Source: an optimization exercise on an open RTL-to-GDS flow (aim: small area, a short achievable clock period and few clock cycles per item). Production flows keep margins and buffers that such runs may drop. Function was checked by simulation only, so behaviour that the tests miss may differ from the original.

// nasccl_schedgen
module nasccl_schedgen (
    input  wire         clk,
    input  wire         rst,
    input  wire         start,
    input  wire [13:0]  table_count,
    input  wire [10:0]  seed_len,
    output wire         idle,
    input  wire         seed_valid,
    input  wire [7:0]   seed_data,
    output wire         seed_ready,
    output reg          out_valid,
    output wire [255:0] out_data,
    input  wire         out_ready
);
    localparam [255:0] SHA256_IV = {
        32'h6a09e667, 32'hbb67ae85, 32'h3c6ef372, 32'ha54ff53a,
        32'h510e527f, 32'h9b05688c, 32'h1f83d9ab, 32'h5be0cd19};
    localparam [31:0]  K0 = 32'h428a2f98;
    localparam [2:0] S_IDLE = 3'd0,    
                     S_INIT = 3'd1,    
                     S_COLL = 3'd2,    
                     S_XFER = 3'd3,    
                     S_ROT  = 3'd4,    
                     S_CMP  = 3'd5,    
                     S_HAND = 3'd6;    
    localparam [1:0] C_BLK = 2'd0, C_KEY = 2'd1, C_ITEM = 2'd2;
    reg  [2:0]   state;
    reg          idle_r;
    reg  [13:0]  tc_q;
    reg  [10:0]  sl_q;
    reg  [7:0]   xb;           
    reg          lng;          
    reg          sready;
    reg  [10:0]  cnt_in;       
    reg          bv_q, bl_q;   
    reg  [7:0]   bd_q;
    reg  [23:0]  stage;        
    reg  [1:0]   bpos;
    reg  [3:0]   wcnt;         
    reg          bfull;        
    reg          pdone;        
  ...
Size in the first run: ~300 I/O pins.
Settings: LEC_CHECK=0, ABC_AREA=1, CAP_MARGIN=20, CORE_MARGIN=2, CORE_UTILIZATION=40, CTS_CLUSTER_DIAMETER=60, CTS_CLUSTER_SIZE=25, SETUP_SLACK_MARGIN=5, SLEW_MARGIN=20; clock period 10.0 ns.
standard.sh (not shown) runs the stock make flow with config.mk's settings and CLKGATE_MAP_FILE= SYNTH_SCRIPT=/design/flow/synth_recipe.tcl, a recipe that flattens the netlist after the stock synthesis.
==> flow/flow/run.sh <==
#!/bin/bash
# Layout flow: the standard flow (standard.sh) with two changes:
#  - synthesis: the final ABC technology mapping uses flow/abc.script (the ORFS
#    area script with a 3000 ps delay target for "map"). Registers, flattening
#    and renaming are those of the standard synthesis.
#  - placement: every input and output port still gets a buffer, but a
#    sky130_fd_sc_hd__buf_1 (BUFFER_PORTS_ARGS) instead of the default pick.
# Every other step is the standard one. Tool output goes to flow_standard.log
# and the ORFS logs under orfs/logs.
set -euo pipefail
W=$(pwd)

# ORFS synth.tcl, with the ABC arguments pointing at our script
sed "s|^source \$::env(SCRIPTS_DIR)/synth_preamble.tcl\$|&\nset abc_args [list -script $W/flow/abc.script {*}\$lib_args {*}\$lib_dont_use_args -constr \$::env(OBJECTS_DIR)/abc.constr]|" \
    "$FLOW_HOME/scripts/synth.tcl" > "$W/flow_synth.tcl"
grep -q "flow/abc.script" "$W/flow_synth.tcl"

# The standard flow's synthesis wrapper, sourcing the script above
sed "s|source \$::env(SCRIPTS_DIR)/synth.tcl|source $W/flow_synth.tcl|" "$W/synth_recipe.tcl" > "$W/flow_synth_recipe.tcl"
grep -q "flow_synth.tcl" "$W/flow_synth_recipe.tcl"

# standard.sh, using that wrapper and the port buffer cell
sed -e "s|SYNTH_SCRIPT=$W/synth_recipe.tcl|SYNTH_SCRIPT=$W/flow_synth_recipe.tcl|" \
    -e "s|\"\${@:-finish}\"|\"BUFFER_PORTS_ARGS=-buffer_cell sky130_fd_sc_hd__buf_1\" &|" \
    "$W/standard.sh" > "$W/flow_standard.sh"
grep -q "flow_synth_recipe.tcl" "$W/flow_standard.sh"
grep -q "BUFFER_PORTS_ARGS" "$W/flow_standard.sh"

bash "$W/flow_standard.sh" > "$W/flow_standard.log" 2>&1
test -f "$W/out/final.def"
==> flow/flow/abc.script <==
strash
dch
map -D 3000 -B 0.9
topo
stime -c
buffer -c
upsize -c
dnsize -c
Testbench counts at the start, summed over its fixed seeds: cycles 57,258, items 712.
==> next run, changes <==
==> flow/run.sh (new file) <==
#!/bin/bash
# synth_recipe.tcl (not shown) runs the flow's synth.tcl, then flattens the netlist and writes it again
# the make line also repeats each setting of config.mk as NAME=value (left out here)
make -C /OpenROAD-flow-scripts/flow DESIGN_CONFIG=/design/flow/config.mk WORK_HOME=/design/flow/orfs CLKGATE_MAP_FILE= SYNTH_SCRIPT=/design/flow/synth_recipe.tcl finish
--- a/flow/config.mk
+++ b/flow/config.mk
@@ -9,5 +9,5 @@
 export CAP_MARGIN = 20
 export CORE_MARGIN = 2
-export CORE_UTILIZATION = 40
+export CORE_UTILIZATION = 65
 export CTS_CLUSTER_DIAMETER = 60
 export CTS_CLUSTER_SIZE = 25
removed: flow/flow/run.sh
removed: flow/flow/abc.script
removed: flow/standard.sh
After rerunning: Setup slack gets worse by 0.41 ns; final cell count shrinks by 6.0%; hold slack gets better by 0.011 ns.
==> next run, changes <==
--- a/flow/config.mk
+++ b/flow/config.mk
@@ -9,5 +9,5 @@
 export CAP_MARGIN = 20
 export CORE_MARGIN = 2
-export CORE_UTILIZATION = 65
+export CORE_UTILIZATION = 40
 export CTS_CLUSTER_DIAMETER = 60
 export CTS_CLUSTER_SIZE = 25
Cell area increases by about 3%.
Routed wire length increases by 1.6%.
Non-clock buffer count increases by 55.
Die area increases by about 60%.
Worst setup slack improves by 0.38 ns.
==> next run, changes <==
==> flow/flow/run.sh (new file) <==
#!/bin/bash
set -euo pipefail
W=$(pwd)

# ORFS synth.tcl, with the ABC arguments pointing at our script
sed "s|^source \$::env(SCRIPTS_DIR)/synth_preamble.tcl\$|&\nset abc_args [list -script $W/flow/abc.script {*}\$lib_args {*}\$lib_dont_use_args -constr \$::env(OBJECTS_DIR)/abc.constr]|" \
    "$FLOW_HOME/scripts/synth.tcl" > "$W/flow_synth.tcl"
grep -q "flow/abc.script" "$W/flow_synth.tcl"

# The standard flow's synthesis wrapper, sourcing the script above
sed "s|source \$::env(SCRIPTS_DIR)/synth.tcl|source $W/flow_synth.tcl|" "$W/synth_recipe.tcl" > "$W/flow_synth_recipe.tcl"
grep -q "flow_synth.tcl" "$W/flow_synth_recipe.tcl"

# standard.sh, using that wrapper and the port buffer cell
sed -e "s|SYNTH_SCRIPT=$W/synth_recipe.tcl|SYNTH_SCRIPT=$W/flow_synth_recipe.tcl|" \
    -e "s|\"\${@:-finish}\"|\"BUFFER_PORTS_ARGS=-buffer_cell sky130_fd_sc_hd__buf_1\" \"CTS_ARGS=-sink_clustering_enable -repair_clock_nets -sink_clustering_size 25 -sink_clustering_max_diameter 60 -dont_use_dummy_load\" &|" \
    "$W/standard.sh" > "$W/flow_standard.sh"
grep -q "flow_synth_recipe.tcl" "$W/flow_standard.sh"
grep -q "BUFFER_PORTS_ARGS" "$W/flow_standard.sh"
grep -q "dont_use_dummy_load" "$W/flow_standard.sh"

bash "$W/flow_standard.sh" > "$W/flow_standard.log" 2>&1
test -f "$W/out/final.def"
==> flow/flow/abc.script (new file) <==
strash
dch
map -D 3000 -B 0.9
topo
stime -c
buffer -c
upsize -c
dnsize -c
==> flow/standard.sh (new file) <==
#!/bin/bash
# synth_recipe.tcl (not shown) runs the flow's synth.tcl, then flattens the netlist and writes it again
# the make line also repeats each setting of config.mk as NAME=value (left out here)
make -C /OpenROAD-flow-scripts/flow DESIGN_CONFIG=/design/flow/config.mk WORK_HOME=/design/flow/orfs CLKGATE_MAP_FILE= SYNTH_SCRIPT=/design/flow/synth_recipe.tcl "${@:-finish}"
removed: flow/run.sh
Clock-buffer cell count goes down by 26.
First-iteration DRC count came out lower by 17%.
Die area decreases by 1.6%.
Via count came out lower by 4.4%.
Routed wire length went down by 5.5%.
Critical path depth does not change.
Cell area shrinks by 4.3%.
Register-to-register slack is worse by 0.05 ns.
Global-route usage shrinks by 1.2 points.
Final cell count drops by 5.4%.
==> next run, changes <==
==> flow/flow/run.sh (replaced) <==
#!/bin/bash
# Layout flow: the standard flow (standard.sh) with one change in synthesis:
# the final ABC technology mapping uses flow/abc.script (the ORFS area script
# with a 3000 ps delay target for "map"). Registers, flattening and renaming
# are those of the standard synthesis; every later step is the standard one.
set -euo pipefail
W=$(pwd)

# ORFS synth.tcl, with the ABC arguments pointing at our script
sed "s|^source \$::env(SCRIPTS_DIR)/synth_preamble.tcl\$|&\nset abc_args [list -script $W/flow/abc.script {*}\$lib_args {*}\$lib_dont_use_args -constr \$::env(OBJECTS_DIR)/abc.constr]|" \
    "$FLOW_HOME/scripts/synth.tcl" > "$W/flow_synth.tcl"
grep -q "flow/abc.script" "$W/flow_synth.tcl"

# The standard flow's synthesis wrapper, sourcing the script above
sed "s|source \$::env(SCRIPTS_DIR)/synth.tcl|source $W/flow_synth.tcl|" "$W/synth_recipe.tcl" > "$W/flow_synth_recipe.tcl"
grep -q "flow_synth.tcl" "$W/flow_synth_recipe.tcl"

# standard.sh, using that wrapper
sed "s|SYNTH_SCRIPT=$W/synth_recipe.tcl|SYNTH_SCRIPT=$W/flow_synth_recipe.tcl|" "$W/standard.sh" > "$W/flow_standard.sh"
grep -q "flow_synth_recipe.tcl" "$W/flow_standard.sh"

bash "$W/flow_standard.sh" > "$W/flow_standard.log" 2>&1
test -f "$W/out/final.def"
Outcome:
- sequential share of layout area decreases by 1.3 points
- worst hold slack improves by 0.016 ns
- synthesized area does not change
- global-route usage decreases by 0.53 points

* * *

== run A ==
Starting RTL as in the previous note.
export LEC_CHECK = 0
export ABC_AREA = 1
export CAP_MARGIN = 20
export CORE_MARGIN = 2
export CORE_UTILIZATION = 40
export CTS_CLUSTER_DIAMETER = 60
export CTS_CLUSTER_SIZE = 25
export SETUP_SLACK_MARGIN = 5
export SLEW_MARGIN = 20
create_clock -name core_clock -period 10.0 [get_ports {clk}]
==> flow/flow/run.sh <==
#!/bin/bash
set -euo pipefail
W=$(pwd)

# ORFS synth.tcl, with the ABC arguments pointing at our script
sed "s|^source \$::env(SCRIPTS_DIR)/synth_preamble.tcl\$|&\nset abc_args [list -script $W/flow/abc.script {*}\$lib_args {*}\$lib_dont_use_args -constr \$::env(OBJECTS_DIR)/abc.constr]|" \
    "$FLOW_HOME/scripts/synth.tcl" > "$W/flow_synth.tcl"
grep -q "flow/abc.script" "$W/flow_synth.tcl"

# The standard flow's synthesis wrapper, sourcing the script above
sed "s|source \$::env(SCRIPTS_DIR)/synth.tcl|source $W/flow_synth.tcl|" "$W/synth_recipe.tcl" > "$W/flow_synth_recipe.tcl"
grep -q "flow_synth.tcl" "$W/flow_synth_recipe.tcl"

# standard.sh, using that wrapper and the port buffer cell
sed -e "s|SYNTH_SCRIPT=$W/synth_recipe.tcl|SYNTH_SCRIPT=$W/flow_synth_recipe.tcl|" \
    -e "s|\"\${@:-finish}\"|\"BUFFER_PORTS_ARGS=-buffer_cell sky130_fd_sc_hd__buf_1\" \"CTS_ARGS=-sink_clustering_enable -repair_clock_nets -sink_clustering_size 25 -sink_clustering_max_diameter 60 -dont_use_dummy_load\" &|" \
    "$W/standard.sh" > "$W/flow_standard.sh"
grep -q "flow_synth_recipe.tcl" "$W/flow_standard.sh"
grep -q "BUFFER_PORTS_ARGS" "$W/flow_standard.sh"
grep -q "dont_use_dummy_load" "$W/flow_standard.sh"

RV="$W/orfs/results/sky130hd/nasccl_schedgen/base/1_2_yosys.v"
bash "$W/flow_standard.sh" "$RV" > "$W/flow_synth.log" 2>&1
cp "$RV" "$RV.synth"
python3 "$W/flow/pushinv.py" "$RV.synth" "$RV" > "$W/flow_pushinv.log" 2>&1
touch -r "$RV.synth" "$RV"
bash "$W/flow_standard.sh" > "$W/flow_standard.log" 2>&1
test -f "$W/out/final.def"
==> flow/flow/pushinv.py <==
#!/usr/bin/env python3
"""Push inverters through full-adder cells in a flat Yosys netlist.

A full adder is self-dual: FA(~a, ~b, ~c) = (~sum, ~cout). Synthesis leaves
inverters between chained sky130 fa cells; this pass chooses, for every fa
cell, whether to use it in inverted polarity, so that fewer inverters are
needed, and rewrites the netlist accordingly. Every other cell, every
register and every port keeps its connections' logic values, so the netlist
computes exactly what it did before.

usage: pushinv.py IN.v OUT.v
"""
import re
import sys
from collections import defaultdict

OUTP = {'X', 'Y', 'Q', 'Q_N', 'SUM', 'COUT', 'HI', 'LO'}
INV = 'sky130_fd_sc_hd__inv_1'


def main():
    src, dst = sys.argv[1], sys.argv[2]
    txt = open(src).read()
    m = re.search(r'\n(\s*sky130_fd_sc_hd__\w+\s+\S+\s*\()', txt)
    head = txt[:m.start()]
    tail = txt[txt.rindex('endmodule'):]
    body = txt[m.start():txt.rindex('endmodule')]
    insts = re.findall(r'\s*(sky130_fd_sc_hd__\w+)\s+(\S+)\s*\((.*?)\);', body, re.S)
    if sum(1 for _ in re.finditer(r'\);', body)) != len(insts):
        sys.exit('pushinv: unexpected netlist format')
    cells = []
    for ct, nm, pb in insts:
        pins = [(p, n.strip()) for p, n in re.findall(r'\.(\w+)\(([^()]*)\)', pb)]
        cells.append([ct, nm, pins])

    ports = set()
    for d in re.findall(r'^\s*(?:input|output)\s+(?:\[(\d+):(\d+)\]\s+)?(\S+);', head, re.M):
        hi, lo, name = d
        if hi:
            for b in range(int(lo), int(hi) + 1):
                ports.add('%s[%d]' % (name, b))
        else:
            ports.add(name)

    drv = {}
    for i, (ct, nm, pins) in enumerate(cells):
        for p, n in pins:
            if p in OUTP:
                drv[n] = (i, p)

    def is_inv(i):
        ct = cells[i][0]
        if not (ct.startswith('sky130_fd_sc_hd__inv_') or ct.startswith('sky130_fd_sc_hd__clkinv_')):
            return False
        out = dict(cells[i][2])['Y']
        return out not in ports

    inv = set(i for i in range(len(cells)) if is_inv(i))

    def root(n):
        par = 0
        while n in drv and drv[n][0] in inv:
            n = dict(cells[drv[n][0]][2])['A']
            par ^= 1
        return n, par

    fa = [i for i, c in enumerate(cells) if c[0].startswith('sky130_fd_sc_hd__fa_')]
    faset = set(fa)
    flip = defaultdict(int)
    fa_of_root = {}
    for i in fa:
        for p, n in cells[i][2]:
            if p in ('SUM', 'COUT'):
                fa_of_root[n] = i

    # requirements: root -> [(cell, pin index, parity)]
    req = defaultdict(list)
    for i, (ct, nm, pins) in enumerate(cells):
        if i in inv:
            continue
        for k, (p, n) in enumerate(pins):
            if p in OUTP:
                continue
            r, par = root(n)
            req[r].append((i, k, par))
    # output ports driven through inverters are not possible here (kept above),
    # but a port net may be a root read by nothing: nothing to do for it.

    def src_flip(r):
        i = fa_of_root.get(r)
        return flip[i] if i is not None else 0

    def cost(r):
        s = src_flip(r)
        for (i, k, par) in req[r]:
            if par ^ (flip[i] if i in faset else 0) ^ s:
                return 1
        return 0

    nets_of = defaultdict(set)
    for r in req:
        if r in fa_of_root:
            nets_of[fa_of_root[r]].add(r)
        for (i, k, par) in req[r]:
            if i in faset:
                nets_of[i].add(r)
    for i in fa:
        for p, n in cells[i][2]:
            if p in ('SUM', 'COUT'):
                nets_of[i].add(n)

    before = len(inv)
    fixed = set(i for i in fa if any(p in ('SUM', 'COUT') and n in ports for p, n in cells[i][2]))
    for _ in range(30):
        changed = False
        for i in fa:
            if i in fixed:
                continue
            ns = nets_of[i]
            c0 = sum(cost(r) for r in ns)
            flip[i] ^= 1
            c1 = sum(cost(r) for r in ns)
            if c1 < c0:
                changed = True
            else:
                flip[i] ^= 1
        if not changed:
            break

    # rewrite
    newinv = {}
    extra_wires = []
    out_cells = []
    for i, (ct, nm, pins) in enumerate(cells):
        if i in inv:
            continue
        newpins = []
        for k, (p, n) in enumerate(pins):
            if p in OUTP:
                newpins.append((p, n))
                continue
            r, par = root(n)
            need = par ^ (flip[i] if i in faset else 0) ^ src_flip(r)
            if need:
                if r not in newinv:
                    w = '_pinv%d_' % len(newinv)
                    newinv[r] = w
                    extra_wires.append(w)
                newpins.append((p, newinv[r]))
            else:
                newpins.append((p, r))
        out_cells.append((ct, nm, newpins))
    for r, w in newinv.items():
        out_cells.append((INV, '_pinvc%s' % w[5:], [('A', r), ('Y', w)]))

    lines = [head.rstrip('\n')]
    for w in extra_wires:
        lines.append('  wire %s;' % w)
    for ct, nm, pins in out_cells:
        lines.append('  %s %s (' % (ct, nm))
        lines.append(',\n'.join('    .%s(%s)' % (p, n + ' ' if n.startswith('\\') else n) for p, n in pins))
        lines.append('  );')
    lines.append(tail)
    open(dst, 'w').write('\n'.join(lines))
    print('pushinv: fa cells %d, flipped %d, inverters %d -> %d'
          % (len(fa), sum(flip[i] for i in fa), before, len(newinv)))


if __name__ == '__main__':
    main()
Other scripts of this flow, unchanged in this note and not shown: flow/flow/abc.script
Testbench counts of run A, summed over its fixed seeds: cycles 57,258, items 712.
Edits applied to the flow inputs when going from run A to run B:
--- a/flow/flow/pushinv.py
+++ b/flow/flow/pushinv.py
@@ -2,10 +2,12 @@
 """Push inverters through full-adder cells in a flat Yosys netlist.
 
-A full adder is self-dual: FA(~a, ~b, ~c) = (~sum, ~cout). Synthesis leaves
-inverters between chained sky130 fa cells; this pass chooses, for every fa
-cell, whether to use it in inverted polarity, so that fewer inverters are
-needed, and rewrites the netlist accordingly. Every other cell, every
-register and every port keeps its connections' logic values, so the netlist
-computes exactly what it did before.
+A full adder is self-dual: FA(~a, ~b, ~c) = (~sum, ~cout), and a two-input
+XOR absorbs an inversion of any input or of its output by becoming an XNOR
+(and back). Synthesis leaves inverters between chained sky130 fa cells and
+around xor/xnor cells; this pass chooses, for every fa cell, whether to use it
+in inverted polarity, and for every xor/xnor cell which of the two to use, so
+that fewer inverters are needed, and rewrites the netlist accordingly. Every
+other cell, every register and every port keeps its connections' logic
+values, so the netlist computes exactly what it did before.
 
 usage: pushinv.py IN.v OUT.v
@@ -67,4 +69,10 @@
     fa = [i for i, c in enumerate(cells) if c[0].startswith('sky130_fd_sc_hd__fa_')]
     faset = set(fa)
+    XT = {}   # xor/xnor cell type -> (its xor type, is xnor)
+    for d in ('1', '2', '4'):
+        XT['sky130_fd_sc_hd__xor2_' + d] = ('sky130_fd_sc_hd__xor2_' + d, 0)
+        XT['sky130_fd_sc_hd__xnor2_' + d] = ('sky130_fd_sc_hd__xor2_' + d, 1)
+    xo = [i for i, c in enumerate(cells) if c[0] in XT]
+    xoset = set(xo)
     flip = defaultdict(int)
     fa_of_root = {}
@@ -72,4 +80,8 @@
         for p, n in cells[i][2]:
             if p in ('SUM', 'COUT'):
+                fa_of_root[n] = i
+    for i in xo:
+        for p, n in cells[i][2]:
+            if p in ('X', 'Y'):
                 fa_of_root[n] = i
 
@@ -94,4 +106,6 @@
         s = src_flip(r)
         for (i, k, par) in req[r]:
+            if i in xoset:
+                continue
             if par ^ (flip[i] if i in faset else 0) ^ s:
                 return 1
@@ -109,10 +123,14 @@
             if p in ('SUM', 'COUT'):
                 nets_of[i].add(n)
+    for i in xo:
+        for p, n in cells[i][2]:
+            if p in ('X', 'Y'):
+                nets_of[i].add(n)
 
     before = len(inv)
-    fixed = set(i for i in fa if any(p in ('SUM', 'COUT') and n in ports for p, n in cells[i][2]))
+    fixed = set(i for i in fa + xo if any(p in OUTP and n in ports for p, n in cells[i][2]))
     for _ in range(30):
         changed = False
-        for i in fa:
+        for i in fa + xo:
             if i in fixed:
                 continue
@@ -134,4 +152,20 @@
     for i, (ct, nm, pins) in enumerate(cells):
         if i in inv:
+            continue
+        if i in xoset:
+            base, t = XT[ct]
+            e = 0
+            ins = []
+            out = None
+            for p, n in pins:
+                if p in OUTP:
+                    out = n
+                    continue
+                r, par = root(n)
+                e ^= par ^ src_flip(r)
+                ins.append((p, r))
+            t ^= e ^ flip[i]
+            nct = base if t == 0 else base.replace('xor2', 'xnor2')
+            out_cells.append((nct, nm, ins + [('Y' if t else 'X', out)]))
             continue
         newpins = []
@@ -163,6 +197,6 @@
     lines.append(tail)
     open(dst, 'w').write('\n'.join(lines))
-    print('pushinv: fa cells %d, flipped %d, inverters %d -> %d'
-          % (len(fa), sum(flip[i] for i in fa), before, len(newinv)))
+    print('pushinv: fa cells %d (%d flipped), xor/xnor cells %d (%d flipped), inverters %d -> %d'
+          % (len(fa), sum(flip[i] for i in fa), len(xo), sum(flip[i] for i in xo), before, len(newinv)))
 
 
## What came out
Run B: all stages complete, timing, DRC and antenna checks passed
From run A to run B the numbers moved as follows: worst hold slack saw an increase; number of cells in the design after placement went down.
Worst path required time on run B is up relative to run A.
Run A vs run B, start point of the critical path: u_b.h[10] vs u_b.h[18]
The relative area of non-clock buffer cells in the final design was comparable across run B and run A.
Run A fits on a die that is larger than the die of run B.
Changes observed in run B relative to run A: clock latency reported for the late side of the worst-skew pair did not really move.
#### Input delta (run C over run B)
--- a/flow/flow/run.sh
+++ b/flow/flow/run.sh
@@ -14,4 +14,5 @@
 # standard.sh, using that wrapper and the port buffer cell
 sed -e "s|SYNTH_SCRIPT=$W/synth_recipe.tcl|SYNTH_SCRIPT=$W/flow_synth_recipe.tcl|" \
+    -e "s| SETUP_SLACK_MARGIN=5 | SETUP_SLACK_MARGIN=5.3 |" \
     -e "s|\"\${@:-finish}\"|\"BUFFER_PORTS_ARGS=-buffer_cell sky130_fd_sc_hd__buf_1\" \"CTS_ARGS=-sink_clustering_enable -repair_clock_nets -sink_clustering_size 25 -sink_clustering_max_diameter 60 -dont_use_dummy_load\" &|" \
     "$W/standard.sh" > "$W/flow_standard.sh"
@@ -19,4 +20,5 @@
 grep -q "BUFFER_PORTS_ARGS" "$W/flow_standard.sh"
 grep -q "dont_use_dummy_load" "$W/flow_standard.sh"
+grep -q " SETUP_SLACK_MARGIN=5.3 " "$W/flow_standard.sh"
 
 RV="$W/orfs/results/sky130hd/nasccl_schedgen/base/1_2_yosys.v"
==> run notes <==
- Run C finished every stage and its layout cleared the timing, DRC and antenna checks.
- Run C vs. run B: combined area of the multi-input logic cells went up by about 5%.
- The maximum frequency of run C exceeds that of run B by about 2%.
- Run C gives more number of buffers and inverters on the critical path than run B did.
Inputs modified between run C and run D:
--- a/flow/flow/run.sh
+++ b/flow/flow/run.sh
@@ -14,5 +14,5 @@
 # standard.sh, using that wrapper and the port buffer cell
 sed -e "s|SYNTH_SCRIPT=$W/synth_recipe.tcl|SYNTH_SCRIPT=$W/flow_synth_recipe.tcl|" \
-    -e "s| SETUP_SLACK_MARGIN=5 | SETUP_SLACK_MARGIN=5.3 |" \
+    -e "s| SETUP_SLACK_MARGIN=5 | SETUP_SLACK_MARGIN=5.15 |" \
     -e "s|\"\${@:-finish}\"|\"BUFFER_PORTS_ARGS=-buffer_cell sky130_fd_sc_hd__buf_1\" \"CTS_ARGS=-sink_clustering_enable -repair_clock_nets -sink_clustering_size 25 -sink_clustering_max_diameter 60 -dont_use_dummy_load\" &|" \
     "$W/standard.sh" > "$W/flow_standard.sh"
@@ -20,5 +20,5 @@
 grep -q "BUFFER_PORTS_ARGS" "$W/flow_standard.sh"
 grep -q "dont_use_dummy_load" "$W/flow_standard.sh"
-grep -q " SETUP_SLACK_MARGIN=5.3 " "$W/flow_standard.sh"
+grep -q " SETUP_SLACK_MARGIN=5.15 " "$W/flow_standard.sh"
 
 RV="$W/orfs/results/sky130hd/nasccl_schedgen/base/1_2_yosys.v"
Notes after the runs:
- Run comparison: run D source of the critical timing path u_b.w[0][18]; run C source of the critical timing path u_b.h[18]
- Cmp run D vs run C: peak clock frequency supported by timing lower in run D
- Going from run C to run D, synthesized area about even; area growth from synthesis to final layout fell 1.7 points.

==> port drivers added, routing unchanged <==
No port has a modelled driver above. Below, the same layouts with a new extraction and two added sets of constraints. Step 1 (the two cells are an assumption about what drives the block):
set clk [get_ports {clk}]
set_driving_cell -lib_cell sky130_fd_sc_hd__clkbuf_16 $clk
set_driving_cell -lib_cell sky130_fd_sc_hd__buf_2 [delete_from_list [all_inputs] $clk]
Step 2, shift: input delay + t, output delay - t, t = (earliest + latest rising clock arrival at the registers) / 2. This alone moves slack from input paths to output paths. Slacks: ideal / step 1 / step 2; pairs: ideal / step 1.
| run | t (ns) | setup WS [ns] | hold slack, ns | worst register clock-pin slew, ns | worst slew at a driven data input, ns |
|---|---|---|---|---|---|
| the first run of note 1 | 0.986 | 4.955 / 4.955 / 4.179 | 0.302 / 0.302 / 0.302 | 0.10 / 0.10 | 0.03 |
| the second run of note 1 | 0.982 | 4.545 / 4.545 / 4.031 | 0.313 / 0.313 / 0.313 | 0.12 / 0.12 | 0.10 |
| the third run of note 1 | 0.999 | 4.924 / 4.924 / 4.450 | 0.293 / 0.293 / 0.293 | 0.10 / 0.10 | 0.04 |
| the fourth run of note 1 | 0.953 | 4.876 / 4.876 / 4.173 | 0.276 / 0.276 / 0.276 | 0.10 / 0.10 | 0.03 |
| the fifth run of note 1 | 1.000 | 4.851 / 4.851 / 4.195 | 0.292 / 0.292 / 0.292 | 0.10 / 0.10 | 0.04 |
| run A | 0.955 | 4.944 / 4.944 / 4.197 | 0.258 / 0.258 / 0.258 | 0.10 / 0.10 | 0.04 |
| run B | 0.982 | 4.910 / 4.910 / 4.286 | 0.295 / 0.295 / 0.295 | 0.10 / 0.10 | 0.04 |
| run C | 0.986 | 5.011 / 5.011 / 4.408 | 0.295 / 0.295 / 0.295 | 0.10 / 0.10 | 0.04 |
| run D | 0.992 | 4.981 / 4.981 / 4.373 | 0.298 / 0.298 / 0.298 | 0.10 / 0.10 | 0.04 |
After both steps every run listed still meets setup and hold. The setup slack of the first run of note 1, which loses most, moves by 0.000 ns with the drivers and by -0.776 ns with both steps.
